This is an optimization exercise on Yosys and OpenROAD, whose aim is small area, a short achievable clock period and few clock cycles per item, not a production implementation.
In this exercise RTL edits were held to simulation tests only and were not proved equivalent to the original.

==> flow/design.v (outline; a module is shown in full before it is edited, if it fits) <==
// module isg_extract: 713 lines
// module isg_sched: 68 lines
// module csa_row: 640 lines
// module csa_mac: 368 lines
module isg_extract (
    input  wire        clk,
    input  wire        rst,         
    input  wire        cfg_we,
    input  wire [5:0]  cfg_addr,
    input  wire [5:0]  cfg_pos,
    input  wire [6:0]  npos,        
    input  wire [31:0] qstep,       
    input  wire        variant,     
    input  wire        in_valid,
    input  wire [7:0]  in_data,
    output wire        in_ready,
    output reg         done,
    output reg  [63:0] bits_out
);
  // ...
==> flow/run.sh <==
#!/bin/bash
# synth_recipe.tcl (not shown) runs the flow's synth.tcl, then flattens the netlist and writes it again
# the make line also repeats each setting of config.mk as NAME=value (left out here)
make -C /OpenROAD-flow-scripts/flow DESIGN_CONFIG=/design/flow/config.mk WORK_HOME=/design/flow/orfs CLKGATE_MAP_FILE= SYNTH_SCRIPT=/design/flow/synth_recipe.tcl finish
==> flow/config.mk <==
export PLATFORM = sky130hd
export DESIGN_NAME = isg_extract
export DESIGN_NICKNAME = isg_extract
export VERILOG_FILES = /design/flow/design.v
export SDC_FILE = /design/flow/constraint.sdc
export NUM_CORES = 4
export LEC_CHECK = 0
export ABC_AREA = 1
export CAP_MARGIN = 20
export CORE_MARGIN = 2
export CORE_UTILIZATION = 55
export PLACE_DENSITY = 0.7
export SLEW_MARGIN = 20
==> flow/constraint.sdc <==
create_clock -name core_clock -period 13.0 [get_ports {clk}]
set_input_delay 2.6000 -clock core_clock [delete_from_list [all_inputs] [get_ports {clk}]]
set_output_delay 2.6000 -clock core_clock [all_outputs]
set_load 0.01 [all_outputs]
==> impl_metrics.tcl, run 1 <==
set metrics [dict create \
    status "timing/DRC/antenna clean" \
    grt_pass1_vias 75100 \
    die_w_um 448 \
    routed_wl_um 290000 \
    fill_cells 16200 \
    seq_share 0.445 \
    top_layer "met5" \
    multi_input_area_um2 48200 \
    layout_commonest_cell "dfxtp_1" \
    cp_max_fo 70 \
    slew_headroom 0.220 \
    antennaDiodeCount 4 \
    synth_edf_count 598 \
    yosysTopAreaCellShare 0.328 \
    drt_iter0_markers 7038 \
    drive_gt1_frac 0.0534 \
    gr-total-overflow 0 \
    io_buffers 129 \
    synthesis.area_um2 108000 \
    top_usage_layer "met2" \
    h-tree-depth 4 \
    cpPeakStageDelay_ns 0.84 \
    hold_viol 0 \
    comb.multi_input.count 6668 \
    max_freq_mhz 191 \
    setup_viol 0 \
    crit_buf_inv 5 \
    path_depth 8 \
    use_met2 0.457 \
    yosys.cell_count.top_type "dfxtp_1" \
    use_met3 0.0501 \
    taps 2624 \
    dp_hpwl_um 215000 \
    post_cts_buffers 0 \
    wl_met3_um 23000 \
    die_height_um 448 \
    dr_wl_met2_um 132000 \
    syn2layout_area_growth_pct 10.9 \
    design_area_um2 120000 \
    setup_tns_ns 0 \
]
Testbench counts, summed over its fixed seeds: cycles 26,064, items 320.
==> module isg_extract, before the edit <==
module isg_extract (
    input  wire        clk,
    input  wire        rst,         
    input  wire        cfg_we,
    input  wire [5:0]  cfg_addr,
    input  wire [5:0]  cfg_pos,
    input  wire [6:0]  npos,        
    input  wire [31:0] qstep,       
    input  wire        variant,     
    input  wire        in_valid,
    input  wire [7:0]  in_data,
    output wire        in_ready,
    output reg         done,
    output reg  [63:0] bits_out
);
    reg        cfg_we_r;
    reg [5:0]  cfg_addr_r, cfg_pos_r;
    reg [31:0] qstep_r;
    reg        variant_r;
    reg [6:0]  npos_r;
    reg [5:0]  pos_tab [0:63];
    always @(posedge clk) begin
        cfg_we_r   <= cfg_we;
        cfg_addr_r <= cfg_addr;
        cfg_pos_r  <= cfg_pos;
        qstep_r    <= qstep;
        variant_r  <= variant;
        npos_r     <= npos | {6'd0, (npos == 7'd0)};    
        if (cfg_we_r)
            pos_tab[cfg_addr_r] <= cfg_pos_r;
    end
    reg  [5:0] c;             
    reg  [5:0] ld_cnt;        
    reg        in_ready_r;
    reg        smp_v;
    reg  [7:0] smp_r;         
    assign in_ready = in_ready_r;
    wire accept = in_valid & in_ready_r;
    always @(posedge clk) begin
        smp_r <= {~in_data[7], in_data[6:0]};
        smp_v <= accept & ~rst;
    end
    reg  [511:0] ringv;
    wire [7:0]   ring63 = ringv[511:504];
    wire [7:0]   tail_in = smp_v ? smp_r : ring63;
    always @(posedge clk)
        ringv <= {ringv[503:0], tail_in};
    wire signed [7:0] s0 = ringv[55:48];
    wire signed [7:0] s1 = ringv[47:40];
    wire signed [7:0] s2 = ringv[39:32];
    wire signed [7:0] s3 = ringv[31:24];
    wire signed [7:0] s4 = ringv[23:16];
    wire signed [7:0] s5 = ringv[15:8];
    wire signed [7:0] s6 = ringv[7:0];
    wire signed [7:0] s7 = tail_in;
    wire signed [8:0] e0 = s0 + s7, e1 = s1 + s6, e2 = s2 + s5, e3 = s3 + s4;
    wire signed [8:0] o0 = s0 - s7, o1 = s1 - s6, o2 = s2 - s5, o3 = s3 - s4;
    reg signed [8:0]  f_e0, f_e1, f_e2, f_e3;
    reg signed [8:0]  f_o0, f_o1, f_o2, f_o3;
    reg [2:0]         f_x;
    always @(posedge clk) begin
        if (c[2:0] == 3'd7) begin
            f_e0 <= e0; f_e1 <= e1; f_e2 <= e2; f_e3 <= e3;
            f_o0 <= o0; f_o1 <= o1; f_o2 <= o2; f_o3 <= o3;
            f_x  <= c[5:3];
        end
    end
    wire       rev_load, rev_stream, rev_recirc, rev_tag;
    wire [2:0] rev_k;
    wire       nrev_load, nrev_stream, nrev_recirc, nrev_tag;
    wire [2:0] nrev_k;
    wire       stream_ok, rev_ok;
    wire [3:0] pleft;
    wire [2:0] knext;
    wire       ld_tag;
    wire [1:0] blk_out;       
    wire       ir_cur;
    reg        idle_d;
    reg [2:0]  meta_k;
    reg        meta_tag;
    reg        dbusy;
    reg [4:0]  dcnt;
    wire       any_pend;
    wire       last_res;
    reg        fast;
    wire idle_all  = (ld_cnt == 6'd0) && (blk_out == 2'd0);
    wire [3:0] ptot = ({1'b0, npos_r} + 8'd7) >> 3;
    wire quiet      = !rev_stream && !rev_recirc && !any_pend && !dbusy;
    wire thr        = fast || quiet || idle_all;
    localparam integer SW = 39;
    reg  [SW-14:0] st_r0, st_r1;
    reg            sel_r;
    wire [SW-14:0] st_rest = sel_r ? st_r1 : st_r0;
    assign {ld_tag, pleft, knext,
            nrev_load, nrev_stream, nrev_recirc, nrev_tag, nrev_k,
            rev_load, rev_stream, rev_recirc, rev_tag, rev_k,
            stream_ok, rev_ok, blk_out} = st_rest;
    assign ir_cur = in_ready_r;
    wire [SW-1:0] st_now = {c, ld_cnt, in_ready_r, st_rest};
    wire [SW-1:0] st_a0, st_a1;
    wire blk_a1;
    isg_sched u_s0 (.acc(1'b0), .st(st_now), .smp_v(smp_v), .ptot(ptot), .thr(thr),
                    .idle_all(idle_all), .last_res(last_res), .nx(st_a0), .blk_now());
    isg_sched u_s1 (.acc(1'b1), .st(st_now), .smp_v(smp_v), .ptot(ptot), .thr(thr),
                    .idle_all(idle_all), .last_res(last_res), .nx(st_a1), .blk_now(blk_a1));
    wire [SW-1:0] st_rst = {6'd63, 6'd0, 1'b1, 1'b0, 4'd0, 3'd0,
                            1'b1, 1'b1, 1'b0, 1'b0, 3'd0,
                            1'b0, 1'b0, 1'b0, 1'b0, 3'd0,
                            1'b0, 1'b0, 2'd0};
    always @(posedge clk) begin
        if (rst) begin
            st_r0 <= st_rst[SW-14:0]; st_r1 <= st_rst[SW-14:0]; sel_r <= 1'b0;
            in_ready_r <= 1'b1; c <= 6'd63; ld_cnt <= 6'd0;
        end else begin
            st_r0 <= st_a0[SW-14:0]; st_r1 <= st_a1[SW-14:0]; sel_r <= accept;
            {c, ld_cnt, in_ready_r} <= accept ? st_a1[SW-1:SW-13] : st_a0[SW-1:SW-13];
        end
    end
    always @(posedge clk) begin
        if (c[2:0] == 3'd6) begin
            meta_k <= rev_k; meta_tag <= rev_tag;
        end
    end
    wire [2:0] rd_j = c[2:0] + 3'd1;
    reg  [5:0] posr;
    reg  [2:0] r_j, r_k;
    reg        r_tag;
    always @(posedge clk) begin
        posr  <= pos_tab[{meta_k, rd_j}];
        r_j   <= rd_j;
        r_k   <= meta_k;
        r_tag <= meta_tag;
    end
    wire [2:0] q_v = posr[2:0];
    wire signed [9:0]  a0 = f_e0 + f_e3, a1 = f_e1 + f_e2, b0 = f_e0 - f_e3, b1 = f_e1 - f_e2;
    wire signed [10:0] dcs = a0 + a1, d4s = a0 - a1;
    reg signed [10:0] rx0;
    reg signed [9:0]  rx1;
    reg signed [8:0]  rx2, rx3;
    always @* begin
        if (q_v[0]) begin
            rx0 = f_o0; rx1 = f_o1; rx2 = f_o2; rx3 = f_o3;
        end else begin
            rx2 = 9'sd0; rx3 = 9'sd0;
            case (q_v[2:1])
                2'd0: begin rx0 = dcs; rx1 = 10'sd0; end
                2'd2: begin rx0 = d4s; rx1 = 10'sd0; end
                default: begin rx0 = b0; rx1 = b1; end
            endcase
        end
    end
  reg [15:0] rk0;
  always @* begin
    case (q_v)
      3'd0: rk0 = 16'h5a82;
      3'd1: rk0 = 16'h7d8a;
      3'd2: rk0 = 16'h7642;
      3'd3: rk0 = 16'h6a6e;
      3'd4: rk0 = 16'h5a82;
      3'd5: rk0 = 16'h471d;
      3'd6: rk0 = 16'h30fc;
      3'd7: rk0 = 16'h18f9;
      default: rk0 = 16'h0000;
    endcase
  end
  reg [15:0] p_rk0;
  always @(posedge clk) p_rk0 <= rk0;
  reg [15:0] rk1;
  always @* begin
    case (q_v)
      3'd0: rk1 = 16'h0000;
      3'd1: rk1 = 16'h6a6e;
      3'd2: rk1 = 16'h30fc;
      3'd3: rk1 = 16'he707;
      3'd4: rk1 = 16'h0000;
      3'd5: rk1 = 16'h8276;
      3'd6: rk1 = 16'h89be;
      3'd7: rk1 = 16'hb8e3;
      default: rk1 = 16'h0000;
    endcase
  end
  reg [15:0] p_rk1;
  always @(posedge clk) p_rk1 <= rk1;
  reg [15:0] rk2;
  always @* begin
    case (q_v)
      3'd0: rk2 = 16'h0000;
      3'd1: rk2 = 16'h471d;
      3'd2: rk2 = 16'h0000;
      3'd3: rk2 = 16'h8276;
      3'd4: rk2 = 16'h0000;
      3'd5: rk2 = 16'h18f9;
      3'd6: rk2 = 16'h0000;
      3'd7: rk2 = 16'h6a6e;
      default: rk2 = 16'h0000;
    endcase
  end
  reg [15:0] p_rk2;
  always @(posedge clk) p_rk2 <= rk2;
  reg [15:0] rk3;
  always @* begin
    case (q_v)
      3'd0: rk3 = 16'h0000;
      3'd1: rk3 = 16'h18f9;
      3'd2: rk3 = 16'h0000;
      3'd3: rk3 = 16'hb8e3;
      3'd4: rk3 = 16'h0000;
      3'd5: rk3 = 16'h6a6e;
      3'd6: rk3 = 16'h0000;
      3'd7: rk3 = 16'h8276;
      default: rk3 = 16'h0000;
    endcase
  end
  reg [15:0] p_rk3;
  always @(posedge clk) p_rk3 <= rk3;
  wire [12:0] xe0 = {{1{rx0[10]}}, rx0, 1'b0};
  reg rd0_0_one, rd0_0_two, rd0_0_neg;
  always @(posedge clk) begin
    rd0_0_one <= xe0[1] ^ xe0[0];
    rd0_0_two <= (xe0[2] & ~xe0[1] & ~xe0[0]) | (~xe0[2] & xe0[1] & xe0[0]);
    rd0_0_neg <= xe0[2] & ~(xe0[1] & xe0[0]);
  end
  reg rd0_1_one, rd0_1_two, rd0_1_neg;
  always @(posedge clk) begin
    rd0_1_one <= xe0[3] ^ xe0[2];
    rd0_1_two <= (xe0[4] & ~xe0[3] & ~xe0[2]) | (~xe0[4] & xe0[3] & xe0[2]);
    rd0_1_neg <= xe0[4] & ~(xe0[3] & xe0[2]);
  end
  reg rd0_2_one, rd0_2_two, rd0_2_neg;
  always @(posedge clk) begin
    rd0_2_one <= xe0[5] ^ xe0[4];
    rd0_2_two <= (xe0[6] & ~xe0[5] & ~xe0[4]) | (~xe0[6] & xe0[5] & xe0[4]);
    rd0_2_neg <= xe0[6] & ~(xe0[5] & xe0[4]);
  end
  reg rd0_3_one, rd0_3_two, rd0_3_neg;
  always @(posedge clk) begin
    rd0_3_one <= xe0[7] ^ xe0[6];
    rd0_3_two <= (xe0[8] & ~xe0[7] & ~xe0[6]) | (~xe0[8] & xe0[7] & xe0[6]);
    rd0_3_neg <= xe0[8] & ~(xe0[7] & xe0[6]);
  end
  reg rd0_4_one, rd0_4_two, rd0_4_neg;
  always @(posedge clk) begin
    rd0_4_one <= xe0[9] ^ xe0[8];
    rd0_4_two <= (xe0[10] & ~xe0[9] & ~xe0[8]) | (~xe0[10] & xe0[9] & xe0[8]);
    rd0_4_neg <= xe0[10] & ~(xe0[9] & xe0[8]);
  end
  reg rd0_5_one, rd0_5_two, rd0_5_neg;
  always @(posedge clk) begin
    rd0_5_one <= xe0[11] ^ xe0[10];
    rd0_5_two <= (xe0[12] & ~xe0[11] & ~xe0[10]) | (~xe0[12] & xe0[11] & xe0[10]);
    rd0_5_neg <= xe0[12] & ~(xe0[11] & xe0[10]);
  end
  wire [10:0] xe1 = {{0{rx1[9]}}, rx1, 1'b0};
  reg rd1_0_one, rd1_0_two, rd1_0_neg;
  always @(posedge clk) begin
    rd1_0_one <= xe1[1] ^ xe1[0];
    rd1_0_two <= (xe1[2] & ~xe1[1] & ~xe1[0]) | (~xe1[2] & xe1[1] & xe1[0]);
    rd1_0_neg <= xe1[2] & ~(xe1[1] & xe1[0]);
  end
  reg rd1_1_one, rd1_1_two, rd1_1_neg;
  always @(posedge clk) begin
    rd1_1_one <= xe1[3] ^ xe1[2];
    rd1_1_two <= (xe1[4] & ~xe1[3] & ~xe1[2]) | (~xe1[4] & xe1[3] & xe1[2]);
    rd1_1_neg <= xe1[4] & ~(xe1[3] & xe1[2]);
  end
  reg rd1_2_one, rd1_2_two, rd1_2_neg;
  always @(posedge clk) begin
    rd1_2_one <= xe1[5] ^ xe1[4];
    rd1_2_two <= (xe1[6] & ~xe1[5] & ~xe1[4]) | (~xe1[6] & xe1[5] & xe1[4]);
    rd1_2_neg <= xe1[6] & ~(xe1[5] & xe1[4]);
  end
  reg rd1_3_one, rd1_3_two, rd1_3_neg;
  always @(posedge clk) begin
    rd1_3_one <= xe1[7] ^ xe1[6];
    rd1_3_two <= (xe1[8] & ~xe1[7] & ~xe1[6]) | (~xe1[8] & xe1[7] & xe1[6]);
    rd1_3_neg <= xe1[8] & ~(xe1[7] & xe1[6]);
  end
  reg rd1_4_one, rd1_4_two, rd1_4_neg;
  always @(posedge clk) begin
    rd1_4_one <= xe1[9] ^ xe1[8];
    rd1_4_two <= (xe1[10] & ~xe1[9] & ~xe1[8]) | (~xe1[10] & xe1[9] & xe1[8]);
    rd1_4_neg <= xe1[10] & ~(xe1[9] & xe1[8]);
  end
  wire [10:0] xe2 = {{1{rx2[8]}}, rx2, 1'b0};
  reg rd2_0_one, rd2_0_two, rd2_0_neg;
  always @(posedge clk) begin
    rd2_0_one <= xe2[1] ^ xe2[0];
    rd2_0_two <= (xe2[2] & ~xe2[1] & ~xe2[0]) | (~xe2[2] & xe2[1] & xe2[0]);
    rd2_0_neg <= xe2[2] & ~(xe2[1] & xe2[0]);
  end
  reg rd2_1_one, rd2_1_two, rd2_1_neg;
  always @(posedge clk) begin
    rd2_1_one <= xe2[3] ^ xe2[2];
    rd2_1_two <= (xe2[4] & ~xe2[3] & ~xe2[2]) | (~xe2[4] & xe2[3] & xe2[2]);
    rd2_1_neg <= xe2[4] & ~(xe2[3] & xe2[2]);
  end
  reg rd2_2_one, rd2_2_two, rd2_2_neg;
  always @(posedge clk) begin
    rd2_2_one <= xe2[5] ^ xe2[4];
    rd2_2_two <= (xe2[6] & ~xe2[5] & ~xe2[4]) | (~xe2[6] & xe2[5] & xe2[4]);
    rd2_2_neg <= xe2[6] & ~(xe2[5] & xe2[4]);
  end
  reg rd2_3_one, rd2_3_two, rd2_3_neg;
  always @(posedge clk) begin
    rd2_3_one <= xe2[7] ^ xe2[6];
    rd2_3_two <= (xe2[8] & ~xe2[7] & ~xe2[6]) | (~xe2[8] & xe2[7] & xe2[6]);
    rd2_3_neg <= xe2[8] & ~(xe2[7] & xe2[6]);
  end
  reg rd2_4_one, rd2_4_two, rd2_4_neg;
  always @(posedge clk) begin
    rd2_4_one <= xe2[9] ^ xe2[8];
    rd2_4_two <= (xe2[10] & ~xe2[9] & ~xe2[8]) | (~xe2[10] & xe2[9] & xe2[8]);
    rd2_4_neg <= xe2[10] & ~(xe2[9] & xe2[8]);
  end
  wire [10:0] xe3 = {{1{rx3[8]}}, rx3, 1'b0};
  reg rd3_0_one, rd3_0_two, rd3_0_neg;
  always @(posedge clk) begin
    rd3_0_one <= xe3[1] ^ xe3[0];
    rd3_0_two <= (xe3[2] & ~xe3[1] & ~xe3[0]) | (~xe3[2] & xe3[1] & xe3[0]);
    rd3_0_neg <= xe3[2] & ~(xe3[1] & xe3[0]);
  end
  reg rd3_1_one, rd3_1_two, rd3_1_neg;
  always @(posedge clk) begin
    rd3_1_one <= xe3[3] ^ xe3[2];
    rd3_1_two <= (xe3[4] & ~xe3[3] & ~xe3[2]) | (~xe3[4] & xe3[3] & xe3[2]);
    rd3_1_neg <= xe3[4] & ~(xe3[3] & xe3[2]);
  end
  reg rd3_2_one, rd3_2_two, rd3_2_neg;
  always @(posedge clk) begin
    rd3_2_one <= xe3[5] ^ xe3[4];
    rd3_2_two <= (xe3[6] & ~xe3[5] & ~xe3[4]) | (~xe3[6] & xe3[5] & xe3[4]);
    rd3_2_neg <= xe3[6] & ~(xe3[5] & xe3[4]);
  end
  reg rd3_3_one, rd3_3_two, rd3_3_neg;
  always @(posedge clk) begin
    rd3_3_one <= xe3[7] ^ xe3[6];
    rd3_3_two <= (xe3[8] & ~xe3[7] & ~xe3[6]) | (~xe3[8] & xe3[7] & xe3[6]);
    rd3_3_neg <= xe3[8] & ~(xe3[7] & xe3[6]);
  end
  reg rd3_4_one, rd3_4_two, rd3_4_neg;
  always @(posedge clk) begin
    rd3_4_one <= xe3[9] ^ xe3[8];
    rd3_4_two <= (xe3[10] & ~xe3[9] & ~xe3[8]) | (~xe3[10] & xe3[9] & xe3[8]);
    rd3_4_neg <= xe3[10] & ~(xe3[9] & xe3[8]);
  end
    reg [2:0]  a_u, a_v, a_x, a_j, a_k;
    reg        a_tag;
    always @(posedge clk) begin
        a_u <= posr[5:3]; a_v <= posr[2:0]; a_x <= f_x; a_j <= r_j; a_k <= r_k; a_tag <= r_tag;
    end
    wire signed [16:0] rd0_0_k = {p_rk0[15], p_rk0};
  wire [16:0] rd0_0_m = ({17{rd0_0_one}} & rd0_0_k) | ({17{rd0_0_two}} & {rd0_0_k[15:0], 1'b0});
  wire [16:0] rd0_0_t = rd0_0_m ^ {17{rd0_0_neg}};
  wire [16:0] rd0_0_u = {~rd0_0_t[16], rd0_0_t[15:0]};
  wire signed [16:0] rd0_1_k = {p_rk0[15], p_rk0};
  wire [16:0] rd0_1_m = ({17{rd0_1_one}} & rd0_1_k) | ({17{rd0_1_two}} & {rd0_1_k[15:0], 1'b0});
  wire [16:0] rd0_1_t = rd0_1_m ^ {17{rd0_1_neg}};
  wire [16:0] rd0_1_u = {~rd0_1_t[16], rd0_1_t[15:0]};
  wire signed [16:0] rd0_2_k = {p_rk0[15], p_rk0};
  wire [16:0] rd0_2_m = ({17{rd0_2_one}} & rd0_2_k) | ({17{rd0_2_two}} & {rd0_2_k[15:0], 1'b0});
  wire [16:0] rd0_2_t = rd0_2_m ^ {17{rd0_2_neg}};
  wire [16:0] rd0_2_u = {~rd0_2_t[16], rd0_2_t[15:0]};
  wire signed [16:0] rd0_3_k = {p_rk0[15], p_rk0};
  wire [16:0] rd0_3_m = ({17{rd0_3_one}} & rd0_3_k) | ({17{rd0_3_two}} & {rd0_3_k[15:0], 1'b0});
  wire [16:0] rd0_3_t = rd0_3_m ^ {17{rd0_3_neg}};
  wire [16:0] rd0_3_u = {~rd0_3_t[16], rd0_3_t[15:0]};
  wire signed [16:0] rd0_4_k = {p_rk0[15], p_rk0};
  wire [16:0] rd0_4_m = ({17{rd0_4_one}} & rd0_4_k) | ({17{rd0_4_two}} & {rd0_4_k[15:0], 1'b0});
  wire [16:0] rd0_4_t = rd0_4_m ^ {17{rd0_4_neg}};
  wire [16:0] rd0_4_u = {~rd0_4_t[16], rd0_4_t[15:0]};
  wire signed [16:0] rd0_5_k = {p_rk0[15], p_rk0};
  wire [16:0] rd0_5_m = ({17{rd0_5_one}} & rd0_5_k) | ({17{rd0_5_two}} & {rd0_5_k[15:0], 1'b0});
  wire [16:0] rd0_5_t = rd0_5_m ^ {17{rd0_5_neg}};
  wire [16:0] rd0_5_u = {~rd0_5_t[16], rd0_5_t[15:0]};
  wire [10:0] rng0 = {rd0_5_neg, 1'b0, rd0_4_neg, 1'b0, rd0_3_neg, 1'b0, rd0_2_neg, 1'b0, rd0_1_neg, 1'b0, rd0_0_neg};
  wire signed [16:0] rd1_0_k = {p_rk1[15], p_rk1};
  wire [16:0] rd1_0_m = ({17{rd1_0_one}} & rd1_0_k) | ({17{rd1_0_two}} & {rd1_0_k[15:0], 1'b0});
  wire [16:0] rd1_0_t = rd1_0_m ^ {17{rd1_0_neg}};
  wire [16:0] rd1_0_u = {~rd1_0_t[16], rd1_0_t[15:0]};
  wire signed [16:0] rd1_1_k = {p_rk1[15], p_rk1};
  wire [16:0] rd1_1_m = ({17{rd1_1_one}} & rd1_1_k) | ({17{rd1_1_two}} & {rd1_1_k[15:0], 1'b0});
  wire [16:0] rd1_1_t = rd1_1_m ^ {17{rd1_1_neg}};
  wire [16:0] rd1_1_u = {~rd1_1_t[16], rd1_1_t[15:0]};
  wire signed [16:0] rd1_2_k = {p_rk1[15], p_rk1};
  wire [16:0] rd1_2_m = ({17{rd1_2_one}} & rd1_2_k) | ({17{rd1_2_two}} & {rd1_2_k[15:0], 1'b0});
  wire [16:0] rd1_2_t = rd1_2_m ^ {17{rd1_2_neg}};
  wire [16:0] rd1_2_u = {~rd1_2_t[16], rd1_2_t[15:0]};
  wire signed [16:0] rd1_3_k = {p_rk1[15], p_rk1};
  wire [16:0] rd1_3_m = ({17{rd1_3_one}} & rd1_3_k) | ({17{rd1_3_two}} & {rd1_3_k[15:0], 1'b0});
  wire [16:0] rd1_3_t = rd1_3_m ^ {17{rd1_3_neg}};
  wire [16:0] rd1_3_u = {~rd1_3_t[16], rd1_3_t[15:0]};
  wire signed [16:0] rd1_4_k = {p_rk1[15], p_rk1};
  wire [16:0] rd1_4_m = ({17{rd1_4_one}} & rd1_4_k) | ({17{rd1_4_two}} & {rd1_4_k[15:0], 1'b0});
  wire [16:0] rd1_4_t = rd1_4_m ^ {17{rd1_4_neg}};
  wire [16:0] rd1_4_u = {~rd1_4_t[16], rd1_4_t[15:0]};
  wire [8:0] rng1 = {rd1_4_neg, 1'b0, rd1_3_neg, 1'b0, rd1_2_neg, 1'b0, rd1_1_neg, 1'b0, rd1_0_neg};
  wire signed [16:0] rd2_0_k = {p_rk2[15], p_rk2};
  wire [16:0] rd2_0_m = ({17{rd2_0_one}} & rd2_0_k) | ({17{rd2_0_two}} & {rd2_0_k[15:0], 1'b0});
  wire [16:0] rd2_0_t = rd2_0_m ^ {17{rd2_0_neg}};
  wire [16:0] rd2_0_u = {~rd2_0_t[16], rd2_0_t[15:0]};
  wire signed [16:0] rd2_1_k = {p_rk2[15], p_rk2};
  wire [16:0] rd2_1_m = ({17{rd2_1_one}} & rd2_1_k) | ({17{rd2_1_two}} & {rd2_1_k[15:0], 1'b0});
  wire [16:0] rd2_1_t = rd2_1_m ^ {17{rd2_1_neg}};
  wire [16:0] rd2_1_u = {~rd2_1_t[16], rd2_1_t[15:0]};
  wire signed [16:0] rd2_2_k = {p_rk2[15], p_rk2};
  wire [16:0] rd2_2_m = ({17{rd2_2_one}} & rd2_2_k) | ({17{rd2_2_two}} & {rd2_2_k[15:0], 1'b0});
  wire [16:0] rd2_2_t = rd2_2_m ^ {17{rd2_2_neg}};
  wire [16:0] rd2_2_u = {~rd2_2_t[16], rd2_2_t[15:0]};
  wire signed [16:0] rd2_3_k = {p_rk2[15], p_rk2};
  wire [16:0] rd2_3_m = ({17{rd2_3_one}} & rd2_3_k) | ({17{rd2_3_two}} & {rd2_3_k[15:0], 1'b0});
  wire [16:0] rd2_3_t = rd2_3_m ^ {17{rd2_3_neg}};
  wire [16:0] rd2_3_u = {~rd2_3_t[16], rd2_3_t[15:0]};
  wire signed [16:0] rd2_4_k = {p_rk2[15], p_rk2};
  wire [16:0] rd2_4_m = ({17{rd2_4_one}} & rd2_4_k) | ({17{rd2_4_two}} & {rd2_4_k[15:0], 1'b0});
  wire [16:0] rd2_4_t = rd2_4_m ^ {17{rd2_4_neg}};
  wire [16:0] rd2_4_u = {~rd2_4_t[16], rd2_4_t[15:0]};
  wire [8:0] rng2 = {rd2_4_neg, 1'b0, rd2_3_neg, 1'b0, rd2_2_neg, 1'b0, rd2_1_neg, 1'b0, rd2_0_neg};
  wire signed [16:0] rd3_0_k = {p_rk3[15], p_rk3};
  wire [16:0] rd3_0_m = ({17{rd3_0_one}} & rd3_0_k) | ({17{rd3_0_two}} & {rd3_0_k[15:0], 1'b0});
  wire [16:0] rd3_0_t = rd3_0_m ^ {17{rd3_0_neg}};
  wire [16:0] rd3_0_u = {~rd3_0_t[16], rd3_0_t[15:0]};
  wire signed [16:0] rd3_1_k = {p_rk3[15], p_rk3};
  wire [16:0] rd3_1_m = ({17{rd3_1_one}} & rd3_1_k) | ({17{rd3_1_two}} & {rd3_1_k[15:0], 1'b0});
  wire [16:0] rd3_1_t = rd3_1_m ^ {17{rd3_1_neg}};
  wire [16:0] rd3_1_u = {~rd3_1_t[16], rd3_1_t[15:0]};
  wire signed [16:0] rd3_2_k = {p_rk3[15], p_rk3};
  wire [16:0] rd3_2_m = ({17{rd3_2_one}} & rd3_2_k) | ({17{rd3_2_two}} & {rd3_2_k[15:0], 1'b0});
  wire [16:0] rd3_2_t = rd3_2_m ^ {17{rd3_2_neg}};
  wire [16:0] rd3_2_u = {~rd3_2_t[16], rd3_2_t[15:0]};
  wire signed [16:0] rd3_3_k = {p_rk3[15], p_rk3};
  wire [16:0] rd3_3_m = ({17{rd3_3_one}} & rd3_3_k) | ({17{rd3_3_two}} & {rd3_3_k[15:0], 1'b0});
  wire [16:0] rd3_3_t = rd3_3_m ^ {17{rd3_3_neg}};
  wire [16:0] rd3_3_u = {~rd3_3_t[16], rd3_3_t[15:0]};
  wire signed [16:0] rd3_4_k = {p_rk3[15], p_rk3};
  wire [16:0] rd3_4_m = ({17{rd3_4_one}} & rd3_4_k) | ({17{rd3_4_two}} & {rd3_4_k[15:0], 1'b0});
  wire [16:0] rd3_4_t = rd3_4_m ^ {17{rd3_4_neg}};
  wire [16:0] rd3_4_u = {~rd3_4_t[16], rd3_4_t[15:0]};
  wire [8:0] rng3 = {rd3_4_neg, 1'b0, rd3_3_neg, 1'b0, rd3_2_neg, 1'b0, rd3_1_neg, 1'b0, rd3_0_neg};
  wire [25:0] ra_0, ra_1, ra_2, ra_3;
  csa_row u_csa_row (.rd0_0_u(rd0_0_u), .rd0_1_u(rd0_1_u), .rd0_2_u(rd0_2_u), .rd0_3_u(rd0_3_u), .rd0_4_u(rd0_4_u), .rd0_5_u(rd0_5_u), .rng0(rng0), .rd1_0_u(rd1_0_u), .rd1_1_u(rd1_1_u), .rd1_2_u(rd1_2_u), .rd1_3_u(rd1_3_u), .rd1_4_u(rd1_4_u), .rng1(rng1), .rd2_0_u(rd2_0_u), .rd2_1_u(rd2_1_u), .rd2_2_u(rd2_2_u), .rd2_3_u(rd2_3_u), .rd2_4_u(rd2_4_u), .rng2(rng2), .rd3_0_u(rd3_0_u), .rd3_1_u(rd3_1_u), .rd3_2_u(rd3_2_u), .rd3_3_u(rd3_3_u), .rd3_4_u(rd3_4_u), .rng3(rng3), .o0(ra_0), .o1(ra_1), .o2(ra_2), .o3(ra_3));
    reg [25:0] sa_0, sa_1, sa_2, sa_3;
    reg [2:0]  a2_u, a2_v, a2_x, a2_j, a2_k;
    reg        a2_tag;
    always @(posedge clk) begin
        sa_0 <= ra_0; sa_1 <= ra_1; sa_2 <= ra_2; sa_3 <= ra_3;
        a2_u <= a_u; a2_v <= a_v; a2_x <= a_x; a2_j <= a_j; a2_k <= a_k; a2_tag <= a_tag;
    end
    reg signed [25:0] b_r;
    reg [2:0]  b_u, b_v, b_x, b_j, b_k;
    reg        b_tag;
    always @(posedge clk) begin
        b_r <= sa_0 + sa_1 + sa_2 + sa_3;
        b_u <= a2_u; b_v <= a2_v; b_x <= a2_x; b_j <= a2_j; b_k <= a2_k; b_tag <= a2_tag;
    end
    reg [15:0] mk;
  always @* begin
    case ({b_u, b_x})
      6'o00: mk = 16'h5a82;
      6'o01: mk = 16'h5a82;
      6'o02: mk = 16'h5a82;
      6'o03: mk = 16'h5a82;
      6'o04: mk = 16'h5a82;
      6'o05: mk = 16'h5a82;
      6'o06: mk = 16'h5a82;
      6'o07: mk = 16'h5a82;
      6'o10: mk = 16'h7d8a;
      6'o11: mk = 16'h6a6e;
      6'o12: mk = 16'h471d;
      6'o13: mk = 16'h18f9;
      6'o14: mk = 16'he707;
      6'o15: mk = 16'hb8e3;
      6'o16: mk = 16'h9592;
      6'o17: mk = 16'h8276;
      6'o20: mk = 16'h7642;
      6'o21: mk = 16'h30fc;
      6'o22: mk = 16'hcf04;
      6'o23: mk = 16'h89be;
      6'o24: mk = 16'h89be;
      6'o25: mk = 16'hcf04;
      6'o26: mk = 16'h30fc;
      6'o27: mk = 16'h7642;
      6'o30: mk = 16'h6a6e;
      6'o31: mk = 16'he707;
      6'o32: mk = 16'h8276;
      6'o33: mk = 16'hb8e3;
      6'o34: mk = 16'h471d;
      6'o35: mk = 16'h7d8a;
      6'o36: mk = 16'h18f9;
      6'o37: mk = 16'h9592;
      6'o40: mk = 16'h5a82;
      6'o41: mk = 16'ha57e;
      6'o42: mk = 16'ha57e;
      6'o43: mk = 16'h5a82;
      6'o44: mk = 16'h5a82;
      6'o45: mk = 16'ha57e;
      6'o46: mk = 16'ha57e;
      6'o47: mk = 16'h5a82;
      6'o50: mk = 16'h471d;
      6'o51: mk = 16'h8276;
      6'o52: mk = 16'h18f9;
      6'o53: mk = 16'h6a6e;
      6'o54: mk = 16'h9592;
      6'o55: mk = 16'he707;
      6'o56: mk = 16'h7d8a;
      6'o57: mk = 16'hb8e3;
      6'o60: mk = 16'h30fc;
      6'o61: mk = 16'h89be;
      6'o62: mk = 16'h7642;
      6'o63: mk = 16'hcf04;
      6'o64: mk = 16'hcf04;
      6'o65: mk = 16'h7642;
      6'o66: mk = 16'h89be;
      6'o67: mk = 16'h30fc;
      6'o70: mk = 16'h18f9;
      6'o71: mk = 16'hb8e3;
      6'o72: mk = 16'h6a6e;
      6'o73: mk = 16'h8276;
      6'o74: mk = 16'h7d8a;
      6'o75: mk = 16'h9592;
      6'o76: mk = 16'h471d;
      6'o77: mk = 16'he707;
      default: mk = 16'h0000;
    endcase
  end
  wire signed [26:0] mb_x = b_r;
  wire mb_0_one = mk[0] ^ 1'b0;
  wire mb_0_two = (mk[1] & ~mk[0] & ~1'b0) | (~mk[1] & mk[0] & 1'b0);
  wire mb_0_neg = mk[1] & ~(mk[0] & 1'b0);
  wire [26:0] mb_0_m = ({27{mb_0_one}} & mb_x) | ({27{mb_0_two}} & {mb_x[25:0], 1'b0});
  wire [26:0] mb_0_t = mb_0_m ^ {27{mb_0_neg}};
  wire [26:0] mb_0_u = {~mb_0_t[26], mb_0_t[25:0]};
  wire mb_1_one = mk[2] ^ mk[1];
  wire mb_1_two = (mk[3] & ~mk[2] & ~mk[1]) | (~mk[3] & mk[2] & mk[1]);
  wire mb_1_neg = mk[3] & ~(mk[2] & mk[1]);
  wire [26:0] mb_1_m = ({27{mb_1_one}} & mb_x) | ({27{mb_1_two}} & {mb_x[25:0], 1'b0});
  wire [26:0] mb_1_t = mb_1_m ^ {27{mb_1_neg}};
  wire [26:0] mb_1_u = {~mb_1_t[26], mb_1_t[25:0]};
  wire mb_2_one = mk[4] ^ mk[3];
  wire mb_2_two = (mk[5] & ~mk[4] & ~mk[3]) | (~mk[5] & mk[4] & mk[3]);
  wire mb_2_neg = mk[5] & ~(mk[4] & mk[3]);
  wire [26:0] mb_2_m = ({27{mb_2_one}} & mb_x) | ({27{mb_2_two}} & {mb_x[25:0], 1'b0});
  wire [26:0] mb_2_t = mb_2_m ^ {27{mb_2_neg}};
  wire [26:0] mb_2_u = {~mb_2_t[26], mb_2_t[25:0]};
  wire mb_3_one = mk[6] ^ mk[5];
  wire mb_3_two = (mk[7] & ~mk[6] & ~mk[5]) | (~mk[7] & mk[6] & mk[5]);
  wire mb_3_neg = mk[7] & ~(mk[6] & mk[5]);
  wire [26:0] mb_3_m = ({27{mb_3_one}} & mb_x) | ({27{mb_3_two}} & {mb_x[25:0], 1'b0});
  wire [26:0] mb_3_t = mb_3_m ^ {27{mb_3_neg}};
  wire [26:0] mb_3_u = {~mb_3_t[26], mb_3_t[25:0]};
  wire mb_4_one = mk[8] ^ mk[7];
  wire mb_4_two = (mk[9] & ~mk[8] & ~mk[7]) | (~mk[9] & mk[8] & mk[7]);
  wire mb_4_neg = mk[9] & ~(mk[8] & mk[7]);
  wire [26:0] mb_4_m = ({27{mb_4_one}} & mb_x) | ({27{mb_4_two}} & {mb_x[25:0], 1'b0});
  wire [26:0] mb_4_t = mb_4_m ^ {27{mb_4_neg}};
  wire [26:0] mb_4_u = {~mb_4_t[26], mb_4_t[25:0]};
  wire mb_5_one = mk[10] ^ mk[9];
  wire mb_5_two = (mk[11] & ~mk[10] & ~mk[9]) | (~mk[11] & mk[10] & mk[9]);
  wire mb_5_neg = mk[11] & ~(mk[10] & mk[9]);
  wire [26:0] mb_5_m = ({27{mb_5_one}} & mb_x) | ({27{mb_5_two}} & {mb_x[25:0], 1'b0});
  wire [26:0] mb_5_t = mb_5_m ^ {27{mb_5_neg}};
  wire [26:0] mb_5_u = {~mb_5_t[26], mb_5_t[25:0]};
  wire mb_6_one = mk[12] ^ mk[11];
  wire mb_6_two = (mk[13] & ~mk[12] & ~mk[11]) | (~mk[13] & mk[12] & mk[11]);
  wire mb_6_neg = mk[13] & ~(mk[12] & mk[11]);
  wire [26:0] mb_6_m = ({27{mb_6_one}} & mb_x) | ({27{mb_6_two}} & {mb_x[25:0], 1'b0});
  wire [26:0] mb_6_t = mb_6_m ^ {27{mb_6_neg}};
  wire [26:0] mb_6_u = {~mb_6_t[26], mb_6_t[25:0]};
  wire mb_7_one = mk[14] ^ mk[13];
  wire mb_7_two = (mk[15] & ~mk[14] & ~mk[13]) | (~mk[15] & mk[14] & mk[13]);
  wire mb_7_neg = mk[15] & ~(mk[14] & mk[13]);
  wire [26:0] mb_7_m = ({27{mb_7_one}} & mb_x) | ({27{mb_7_two}} & {mb_x[25:0], 1'b0});
  wire [26:0] mb_7_t = mb_7_m ^ {27{mb_7_neg}};
  wire [26:0] mb_7_u = {~mb_7_t[26], mb_7_t[25:0]};
  wire [14:0] mb_ng = {mb_7_neg, 1'b0, mb_6_neg, 1'b0, mb_5_neg, 1'b0, mb_4_neg, 1'b0, mb_3_neg, 1'b0, mb_2_neg, 1'b0, mb_1_neg, 1'b0, mb_0_neg};
  wire [43:0] mc_s, mc_c;
  csa_mac u_csa_mac (.mb_0_u(mb_0_u), .mb_1_u(mb_1_u), .mb_2_u(mb_2_u), .mb_3_u(mb_3_u), .mb_4_u(mb_4_u), .mb_5_u(mb_5_u), .mb_6_u(mb_6_u), .mb_7_u(mb_7_u), .mb_ng(mb_ng), .s(mc_s), .c(mc_c));
    reg [43:0] m_s, m_c;
    reg [2:0]  m_x, m_j, m_k;
    reg        m_tag, m_dc, m_first;
    always @(posedge clk) begin
        m_s <= mc_s; m_c <= mc_c;
        m_x <= b_x; m_j <= b_j; m_k <= b_k; m_tag <= b_tag;
        m_dc <= (b_x == 3'd0) && (b_u == 3'd0) && (b_v == 3'd0);
        m_first <= (b_x == 3'd0);
    end
    reg  [307:0] accv;
    wire [43:0]  acc_head = accv[307:264];
    wire [43:0]  c_accin = (acc_head & {44{~m_first}}) | (44'd4397866188800 & {44{m_dc}});
    wire [43:0]  cs_x = c_accin ^ m_s ^ m_c;
    wire [43:0]  cs_y = {(c_accin[42:0] & m_s[42:0]) | (c_accin[42:0] & m_c[42:0]) | (m_s[42:0] & m_c[42:0]), 1'b0};
    wire [22:0]  zl_w = {1'b0, cs_x[21:0]} + {1'b0, cs_y[21:0]};
    reg  [21:0]  n_zl, n_xh, n_yh;
    reg          n_cy;
    reg  [2:0]   n_x, n_j, n_k;
    reg          n_tag;
    always @(posedge clk) begin
        n_zl <= zl_w[21:0]; n_cy <= zl_w[22];
        n_xh <= cs_x[43:22]; n_yh <= cs_y[43:22];
        n_x <= m_x; n_j <= m_j; n_k <= m_k; n_tag <= m_tag;
    end
    wire [43:0] z_new = {n_xh + n_yh + {21'd0, n_cy}, n_zl};
    always @(posedge clk)
        accv <= {accv[263:0], z_new};
    reg        h_v;
    reg [43:0] h_z;
    reg [5:0]  h_p;
    reg        h_tag;
    wire [6:0] c_p = {1'b0, n_k, n_j};
    always @(posedge clk) begin
        h_z   <= z_new;
        h_p   <= c_p[5:0];
        h_tag <= n_tag;
        h_v   <= ~rst & rev_ok & (n_x == 3'd7) & (c_p < npos_r);
    end
    wire [27:0] h_c = h_z[43:16] + {27'd0, h_z[15]};
    reg  [287:0] resv;
    wire [35:0]  res_head = resv[287:252];
    wire         head_pend = res_head[35];
    wire         head_tag  = res_head[34];
    wire [5:0]   head_p    = res_head[33:28];
    wire [27:0]  head_c    = res_head[27:0];
    reg          out_tag;
    wire         d_free = !dbusy || (dcnt == 5'd0);
    wire         take = d_free && head_pend && (head_tag == out_tag) && !rst;
    wire [35:0]  res_in = h_v ? {1'b1, h_tag, h_p, h_c}
                              : {head_pend & ~take & ~rst, res_head[34:0]};
    integer ri;
    reg [7:0] pend_bits;
    always @* begin
        for (ri = 0; ri < 8; ri = ri + 1)
            pend_bits[ri] = resv[36*ri + 35];
    end
    assign any_pend = |pend_bits;
    always @(posedge clk) begin
        if (rst)
            resv <= {resv[251:0], 36'd0} & ~{8{36'h800000000}};
        else
            resv <= {resv[251:0], res_in};
    end
    reg [31:0] qn;
    reg [4:0]  s_norm;
    always @(posedge clk) begin
        idle_d <= idle_all;
        if (idle_all || idle_d) begin
            qn <= qstep_r; s_norm <= 5'd0;
        end else if (qn[31:30] == 2'b00 && qn != 32'd0) begin
            qn <= {qn[29:0], 2'b00}; s_norm <= s_norm + 5'd2;
        end
        fast <= variant_r || ((qn[31:30] != 2'b00 || qn == 32'd0) && s_norm <= 5'd12);
    end
    reg [34:0] dv3;
    reg [3:0]  dsteps;
    always @(posedge clk) begin
        dv3 <= {qn, 1'b0} + {qn, 2'b00};
        dsteps <= s_norm[4:1];
    end
    reg [33:0] drem;
    reg        dneg, dq, dpbit;
    reg [5:0]  dp;
    wire [33:0] n_c2  = {{5{head_c[27]}}, head_c, 1'b0};
    wire [33:0] n_val = n_c2 + {2'b00, qstep_r};
    wire [33:0] n_neg = ~n_c2 + ~{2'b00, qstep_r} + 34'd2;
    wire [33:0] n_abs = n_val[33] ? n_neg : n_val;
    wire [36:0] r4  = {1'b0, drem, 2'b00};
    wire [36:0] t1  = r4 - {4'b0000, qn, 1'b0};
    wire [36:0] t2  = r4 - {3'b000, qn, 2'b00};
    wire [36:0] t3  = r4 - {2'b00, dv3};
    wire ge1 = ~t1[36], ge2 = ~t2[36], ge3 = ~t3[36];
    wire [33:0] rnext = ge3 ? t3[33:0] : ge2 ? t2[33:0] : ge1 ? t1[33:0] : r4[33:0];
    wire        qodd  = ge3 | (ge1 & ~ge2);
    wire        wr  = dbusy && (dcnt == 5'd0);
    wire        res_bit = variant_r ? dpbit : (dq ^ (dneg & (drem != 34'd0)));
    reg [6:0] res_cnt;
    reg       done_pre;
    assign last_res = wr && ({res_cnt + 7'd1} == npos_r);
    always @(posedge clk) begin
        if (rst) begin
            dbusy <= 1'b0; dcnt <= 5'd0;
        end else if (take) begin
            dbusy <= 1'b1;
            drem  <= n_abs;
            dneg  <= n_val[33];
            dq    <= 1'b0;
            dpbit <= head_c[16] ^ head_c[15];
            dp    <= head_p;
            dcnt  <= variant_r ? 5'd0 : {1'b0, dsteps};
        end else if (wr) begin
            dbusy <= 1'b0;
        end else if (dbusy) begin
            drem <= rnext; dq <= qodd; dcnt <= dcnt - 5'd1;
        end
    end
    integer bi;
    always @(posedge clk) begin
        if (rst) begin
            done <= 1'b0; done_pre <= 1'b0; res_cnt <= 7'd0; out_tag <= 1'b0;
        end else begin
            done_pre <= last_res;
            done <= done_pre;
            if (last_res) begin
                res_cnt <= 7'd0; out_tag <= ~out_tag;
            end else if (wr) begin
                res_cnt <= res_cnt + 7'd1;
            end
        end
        for (bi = 0; bi < 64; bi = bi + 1) begin
            if (wr && dp == bi[5:0])
                bits_out[bi] <= res_bit;
            else if (idle_all && !done_pre)
                bits_out[bi] <= 1'b0;
        end
    end
endmodule
==> inputs of run 2 (changes only) <==
--- a/flow/design.v
+++ b/flow/design.v
@@ -621,9 +621,9 @@
     wire [27:0]  head_c    = res_head[27:0];
     reg          out_tag;
     wire         d_free = !dbusy || (dcnt == 5'd0);
-    wire         take = d_free && head_pend && (head_tag == out_tag) && !rst;
+    wire         take = d_free && head_pend && (head_tag == out_tag);
     wire [35:0]  res_in = h_v ? {1'b1, h_tag, h_p, h_c}
-                              : {head_pend & ~take & ~rst, res_head[34:0]};
+                              : {head_pend & ~take, res_head[34:0]};
     integer ri;
     reg [7:0] pend_bits;
     always @* begin
==> run 2 against run 1 <==
Compared with the run above: still clean on timing, DRC and antenna; synthesized area rose by 0.57%; final cell count grew 1.3%; sequential share of layout area fell by 0.33 points; non-clock buffer count grew 6; worst hold slack improved by 0.030 ns; global-route usage rose by 1.6 points; critical path type is now flip-flop to flip-flop.
==> impl_metrics.tcl, run 2 <==
set metrics [dict create \
    cts_tree "built" \
    largest_registers "ringv (512), pos_tab (384), accv (308)" \
    crit_family "adder cells" \
    hold_path.class "flip-flop to flip-flop" \
    ys_seq_area_frac 0.490 \
    final.min_clock_period_ns 4.84 \
    grt_pass1_vias 78700 \
    synthesis.area_um2 109000 \
    num_rows 163 \
    drc 0 \
    status "timing/DRC/antenna clean" \
    clock_latency_ns 0.87 \
    clk_pin_slew_ns 0.07 \
    hold_viol 0 \
    critPathKind "flip-flop to flip-flop" \
    report.final.slew_viol_count 0 \
    post-route-period-util 0.372 \
    clockBufferDepth 3 \
    synthSimpleGateAreaFrac 0.109 \
    synth_xor_area_frac 0.0692 \
    gr-total-overflow 0 \
    syn_nets 12200 \
    max_freq_mhz 207 \
    boundaryPins 130 \
    cp-end-kind "flip-flop" \
    syn_area_per_cell_um2 9.90 \
    crit_chain "clkinv_1, o22ai_1, xor2_1, fa_1, inv_1, fa_1, fa_1, inv_1, fa_1, fa_1" \
    synthAdderAreaFrac 0.160 \
    placed_cell_area_um2 113000 \
    async_flop_share 0 \
    yosysWarnings 2 \
    yosys.cell_count.top_type "dfxtp_1" \
    dp_hpwl_um 232000 \
    synth_area_leaders "dfxtp_1 33%, edfxtp_1 16%, fa_1 9.5%" \
    setup_tns_ns 0 \
    die_height_um 449 \
    syn2layout_area_growth_pct 11.1 \
    maxCapViolations 0 \
    vias 78100 \
    skew_ns 0.0707 \
    ys_types 77 \
    grt_pass1_wl_um 471000 \
    ctsHoldBuffers 0 \
    synth_edf_count 598 \
    ys.flop_type "dfxtp_1" \
    wl_per_cell_um 22.3 \
    synth_top_family_by_area "adder cells" \
    largest-register "ringv" \
    core_um2 197000 \
    final_cell_mix "1,768 x dfxtp_1, 1,409 x inv_1, 1,305 x nand2_1, 916 x nor2_1, 760 x xor2_1" \
    worstSetupStartpointType "flip-flop" \
    die_w_um 449 \
    yosysTopAreaCellShare 0.326 \
    synth-seq-cells 2373 \
    critPathArrivalTime_ns 5.57 \
    layout.nets 12200 \
    synth_top_cell_by_area "dfxtp_1" \
    drive_gt1_frac 0.0563 \
    cts-root-buf "clkbuf_16" \
    die_area_um2 202000 \
    synth_compound_area_frac 0.106 \
    io_buffers 129 \
    finish.utilization 0.614 \
    cts.repair.resized 0 \
    start_util 0.553 \
    drt_iter0_markers 7630 \
    grt_use_total 0.303 \
    cp_slowest_cell "clkinv_1" \
    synthMuxAreaShare 0.00117 \
    grt_antenna_before_repair 12 \
    crit_buf_inv 3 \
    cpPeakStageDelay_ns 0.81 \
    cp_max_fo 19 \
    slew_headroom 0.259 \
    h-tree-depth 4 \
    clkSinkCount 2373 \
    routed_wl_um 310000 \
    setup_viol 0 \
    cp.required_ns 13.73 \
    whs_ns 0.288 \
    post_cts_buffers 0 \
    cts_inserted_buffers 232 \
    grt_start_max_net_pins 105 \
    dr.pass1.iters 8 \
    design_area_um2 121000 \
    layout_commonest_cell "dfxtp_1" \
    synthCells 11000 \
    via_per_inst 5.60 \
    routabilityCongestion 0.996 \
    antenna_left 0 \
    rsz0062_at_grt "no" \
    tightest_slew_ns 1.11 \
    cpMostUsedCell "fa_1" \
    largest_register_ffs 512 \
    synthTopCellsByCount "1,775 x dfxtp_1, 1,412 x inv_1, 1,306 x nand2_1" \
]
[run 2: changes by cell type in the layout (fill, tap and decap cells not counted), moves of 13 or more]
| cell | previous run | this run |
|---|---|---|
| o22ai_1 | 430 | 530 |
| o221ai_1 | 101 | 9 |
| nand2_1 | 1242 | 1305 |
| nor2_1 | 861 | 916 |
| o32ai_1 | 1 | 26 |
| nand3_1 | 339 | 319 |
| clkbuf_8 | 48 | 32 |
| inv_1 | 1393 | 1409 |
| o21ai_0 | 647 | 631 |
| a21o_1 | 33 | 48 |
| nand3b_1 | 15 | 28 |
[run 2: per-layer routing]
layer / up-vias / share of wire / wire length [um] / GRT usage
li1: 36300 / - / - / -
met5: - / 0.000097 / 30 / 0
met1: 37900 / 0.43 / 133000 / 0.411
met3: 696 / 0.073 / 22500 / 0.0513
met4: 4 / 0.042 / 13200 / 0.118
met2: 3183 / 0.46 / 142000 / 0.486
[run 2: path summary, 6_finish.rpt]
check                              start        end  slack [ns]  depth (start not counted)
worst max-delay path            p_rk3[3]    sa_3[8]        8.16                         10
worst min-delay path            resv[78]  resv[114]        0.29                          0
worst max register to register  p_rk3[3]    sa_3[8]        8.16                         10
worst min register to register  resv[78]  resv[114]        0.29                          0
[run 2: final cells by class]
| type | count | area [um2] |
|---|---|---|
| clock inverters | 128 | 1470 |
| multi-input cells | 6800 | 48600 |
| clock buffers | 313 | 6740 |
| flip-flops and latches | 2373 | 53500 |
| diodes | 4 | 10.0 |
| inverters | 1473 | 5540 |
| fillers | 16200 | 76100 |
| repair buffers | 206 | 1940 |
| well taps | 2640 | 3300 |
[run 2: cells by family (layout without fill, tap and decap cells)]
group           count (synthesis)  after routing
simple gates                 2849           2849
buf+inv                      1840           2120
xor+xnor                      862            862
flops                        2373           2373
fa+ha+maj                    1081           1081
mux                            12             12
compound gates               1996           1996
other cells                     0              4
[run 2: per-stage QoR]
step | worst slack (ns) | cells
after floorplan | 7.89 | 11000
after global placement | 8.23 | 13500
after detailed placement | 8.24 | 13500
after CTS | 8.23 | 13900
after global routing | 8.02 | 13900
final | 8.16 | 13900
Testbench counts of run 2, summed over its fixed seeds: cycles 26,064, items 320.

-- re-timing with driven ports --
Ports are ideal in the flow. The routed layouts listed here were re-timed in OpenROAD.
Step 1 sets driving cells, clkbuf_16 on the clock port and buf_2 on the other inputs (assumed; they add their load-dependent delay and slew).
Step 2 times the ports against the registers' clock, not the clock port: input delays grow and output delays shrink by t, the midpoint of the rising clock arrivals with the driver on.
a / b / c = ideal ports / drivers / drivers and shift; a / b = the first two.
| run | t, ns | slack for setup (ns) | worst setup path at the end | worst register clock-pin slew, ns |
|---|---|---|---|---|
| run 1 | 0.946 | 7.765 / 7.832 / 6.885 | input to register | 0.07 / 0.07 |
| run 2 | 0.932 | 8.161 / 8.161 / 8.161 | register to register | 0.07 / 0.07 |
After both steps every run listed still meets setup and hold. The setup slack of run 1, which loses most, moves by +0.067 ns with the drivers and by -0.880 ns with both steps.
